From an optimization exercise on the open Yosys and OpenROAD flow, aimed at small area, a short achievable clock period and few clock cycles; shortcuts taken in it are not production practice. In this exercise RTL edits were held to simulation tests only and were not proved equivalent to the original. Power is estimated from default activity; no workload was simulated.

== v54 ==
==> flow/design.v (excerpt) <==
module sdrb (
    input  wire        clk,
    input  wire        rst_n,
    input  wire        cmd_valid,
    output wire        cmd_ready,
    input  wire [31:0] cmd_word,
    input  wire [31:0] cmd_arg0,
    input  wire [31:0] cmd_arg1,
    output wire        rsp_valid,
    input  wire        rsp_ready,
    output wire [31:0] rsp_data,
    output wire        rsp_err
);
==> flow/config.mk <==
export PLATFORM = sky130hd
export DESIGN_NAME = sdrb
export DESIGN_NICKNAME = sdrb
export VERILOG_FILES = /design/flow/design.v
export SDC_FILE = /design/flow/constraint.sdc
export NUM_CORES = 8
export LEC_CHECK = 0
export CAP_MARGIN = 20
export CORE_MARGIN = 2
export CORE_UTILIZATION = 40
export SLEW_MARGIN = 20
==> flow/constraint.sdc <==
create_clock -name core_clock -period 60.0 [get_ports {clk}]
set_input_delay 12.0000 -clock core_clock [delete_from_list [all_inputs] [get_ports {clk}]]
set_output_delay 12.0000 -clock core_clock [all_outputs]
set_load 0.01 [all_outputs]
standard.sh (not shown) runs the stock make flow with config.mk's settings and CLKGATE_MAP_FILE= SYNTH_SCRIPT=/design/flow/synth_recipe.tcl, a recipe that flattens the netlist after the stock synthesis.
==> flow/flow/run.sh <==
#!/bin/bash
# Layout flow: the standard flow (standard.sh) with these changes:
#  - ABC maps the logic with flow/abc_map.script (fewer delay-driven
#    restructuring rounds, more area recovery) instead of ORFS's
#    abc_speed.script; the rest of synthesis is ORFS's (synth_recipe.tcl), so
#    the registers are the standard synthesis's;
#  - flow/fa_polarity.py then removes inverters around full adders in the
#    synthesized netlist (it rewires, never changes a register);
#  - the port buffers ORFS inserts at placement are sky130_fd_sc_hd__buf_2;
#  - clock tree synthesis uses larger sink clusters and no dummy loads.
# Runs in the work folder; each tool's full output goes to a log file here.
set -eo pipefail
rm -rf scripts
cp -r "$FLOW_HOME/scripts" scripts
cp flow/abc_map.script scripts/abc_speed.script
export SCRIPTS_DIR="$PWD/scripts"
export BUFFER_PORTS_ARGS="-buffer_cell sky130_fd_sc_hd__buf_2"
export CTS_ARGS="-sink_clustering_enable -repair_clock_nets -dont_use_dummy_load -sink_clustering_size 16 -sink_clustering_max_diameter 50 -buf_list sky130_fd_sc_hd__clkbuf_8"
R="$PWD/orfs/results/$FLOW_PLATFORM/sdrb/base"
bash standard.sh "$R/1_2_yosys.v" > synth.log 2>&1
cp "$R/1_2_yosys.v" yosys_netlist_before_fa_polarity.v
python3 flow/fa_polarity.py yosys_netlist_before_fa_polarity.v "$R/1_2_yosys.v" > fa_polarity.log 2>&1
bash standard.sh > standard.log 2>&1
Other scripts of this flow, unchanged in this note and not shown: flow/flow/abc_map.script, flow/flow/fa_polarity.py
v54 closes out successfully: all stages finished, all timing, DRC and antenna checks passed.
Testbench counts of v54, summed over its fixed seeds: cycles 14,162.
Here is what was changed in the inputs of v22 compared with v54.
-- flow/flow/run.sh --
<<< v54, line 18
export CTS_ARGS="-sink_clustering_enable -repair_clock_nets -dont_use_dummy_load -sink_clustering_size 16 -sink_clustering_max_diameter 50 -buf_list sky130_fd_sc_hd__clkbuf_8"
>>> v22, line 18
export CTS_ARGS="-sink_clustering_enable -repair_clock_nets -dont_use_dummy_load -sink_clustering_size 12 -sink_clustering_max_diameter 60 -buf_list sky130_fd_sc_hd__clkbuf_8"
-- flow/config.mk --
<<< v54, line 10
export CORE_UTILIZATION = 40
>>> v22, line 10
export CORE_UTILIZATION = 50
[summary]
- Higher sequential share of layout area was reported by v22, not v54.
- Summary — number of ordinary and repair buffers in the finished layout, v22 relative to v54: higher, by 13.
- met3 demand-to-capacity share in global routing was lower in v54 than in v22.
- Taking v54 as the reference, in v22 share of total power in sequential cells held steady; core utilization grew by 10 points.
- First-pass GRT wire length was lower in v54 than in v22.
- Growth of design area from synthesis to finish (higher): v54
- Global routing met1 resource utilization: v22 vs v54 up 10 points
- Between v54 and v22, final standard cell count with taps included and fillers excluded decreased.
- Comparing v54 and v22, the higher clock skew is on v22.
Here is what was changed in the inputs of v49 compared with v22.
-- flow/flow/run.sh --
<<< v22, line 18
export CTS_ARGS="-sink_clustering_enable -repair_clock_nets -dont_use_dummy_load -sink_clustering_size 12 -sink_clustering_max_diameter 60 -buf_list sky130_fd_sc_hd__clkbuf_8"
>>> v49, line 18
export CTS_ARGS="-sink_clustering_enable -repair_clock_nets -dont_use_dummy_load -sink_clustering_size 20 -sink_clustering_max_diameter 100"
-- flow/config.mk --
<<< v22, line 10
export CORE_UTILIZATION = 50
>>> v49, line 10
export CORE_UTILIZATION = 25
Findings:
Looking only at wire length of the first global-routing pass, and setting everything else aside, the lower value of v49 and v22 goes to v49.
Diff v22 -> v49 | clock power | increase of about 10%
Compared to v22, v49 has fraction of layout instances using a drive strength above 1 0.65 points lower.
The following lists how v24 was set up differently from v49:
-- flow/config.mk --
<<< v49, line 10
export CORE_UTILIZATION = 25
>>> v24, line 10
export CORE_UTILIZATION = 40
## What came out
Between v24 and v49, it is v24 whose final area is lower, by 2.5%.
The clock network fraction of total power on v24 is in line with that on v49.
Wire length down about 0.9% in v24 wrt v49
v49 -> v24: power spent charging and discharging nets increased by a few percent
Global-route usage in v24 is 12 points higher than in v49
v49 → v24: via count shows no meaningful change, path length in cells of the critical path comparable, worst setup slack increased 0.064 ns, wire length of the first global-routing pass now sits lower.
--- input diff v24..v14 ---
-- flow/flow/run.sh --
<<< v24, line 10
#  - clock tree synthesis uses larger sink clusters and no dummy loads.
>>> v14, line 10
#  - clock tree synthesis builds the tree from sky130_fd_sc_hd__clkbuf_8
#    cells, with sink clusters of at most 12 registers within 60 um, and
#    inserts no dummy loads.
<<< v24, line 18
export CTS_ARGS="-sink_clustering_enable -repair_clock_nets -dont_use_dummy_load -sink_clustering_size 20 -sink_clustering_max_diameter 100"
>>> v14, line 20
export CTS_ARGS="-sink_clustering_enable -repair_clock_nets -dont_use_dummy_load -sink_clustering_size 12 -sink_clustering_max_diameter 60 -buf_list sky130_fd_sc_hd__clkbuf_8"
When the final numbers for v24 and v14 were put side by side, the number of antenna violations at the first check in global routing turned out to be smaller in v24. On via count: v14 sits above v24. v24 → v14: area growth from synthesis to layout fell 0.27 points, overall fraction of global-route tracks in use about even. Summary of v14 over v24: final critical-path required period flat; cell area flat.

what the ideal ports hide:
Ports are ideal in the flow. The routed layouts listed here were re-timed in OpenROAD. Step 1: set_driving_cell puts a clkbuf_16 on clk and a buf_2 on each other input, an assumption about the parent block. Step 2 also shifts input and output timing later by t, the mid clock arrival at the registers, as if the neighbouring blocks saw the same clock. Three values: ideal, step 1, step 2; two values: the first two.
run	shift t [ns]	slack for setup (ns)	hold WS [ns]
v54	1.144	35.616 / 35.593 / 35.593	0.457 / 0.457 / 0.457
v22	1.103	35.522 / 35.498 / 35.498	0.463 / 0.463 / 0.463
v49	0.938	35.552 / 35.531 / 35.531	0.372 / 0.372 / 0.372
v24	0.956	35.616 / 35.593 / 35.593	0.456 / 0.456 / 0.456
v14	1.192	35.614 / 35.592 / 35.592	0.459 / 0.459 / 0.459
After both steps setup and hold are still met in every run listed. The setup slack of v22, which loses most, moves by -0.024 ns with the drivers and by -0.024 ns with both steps.
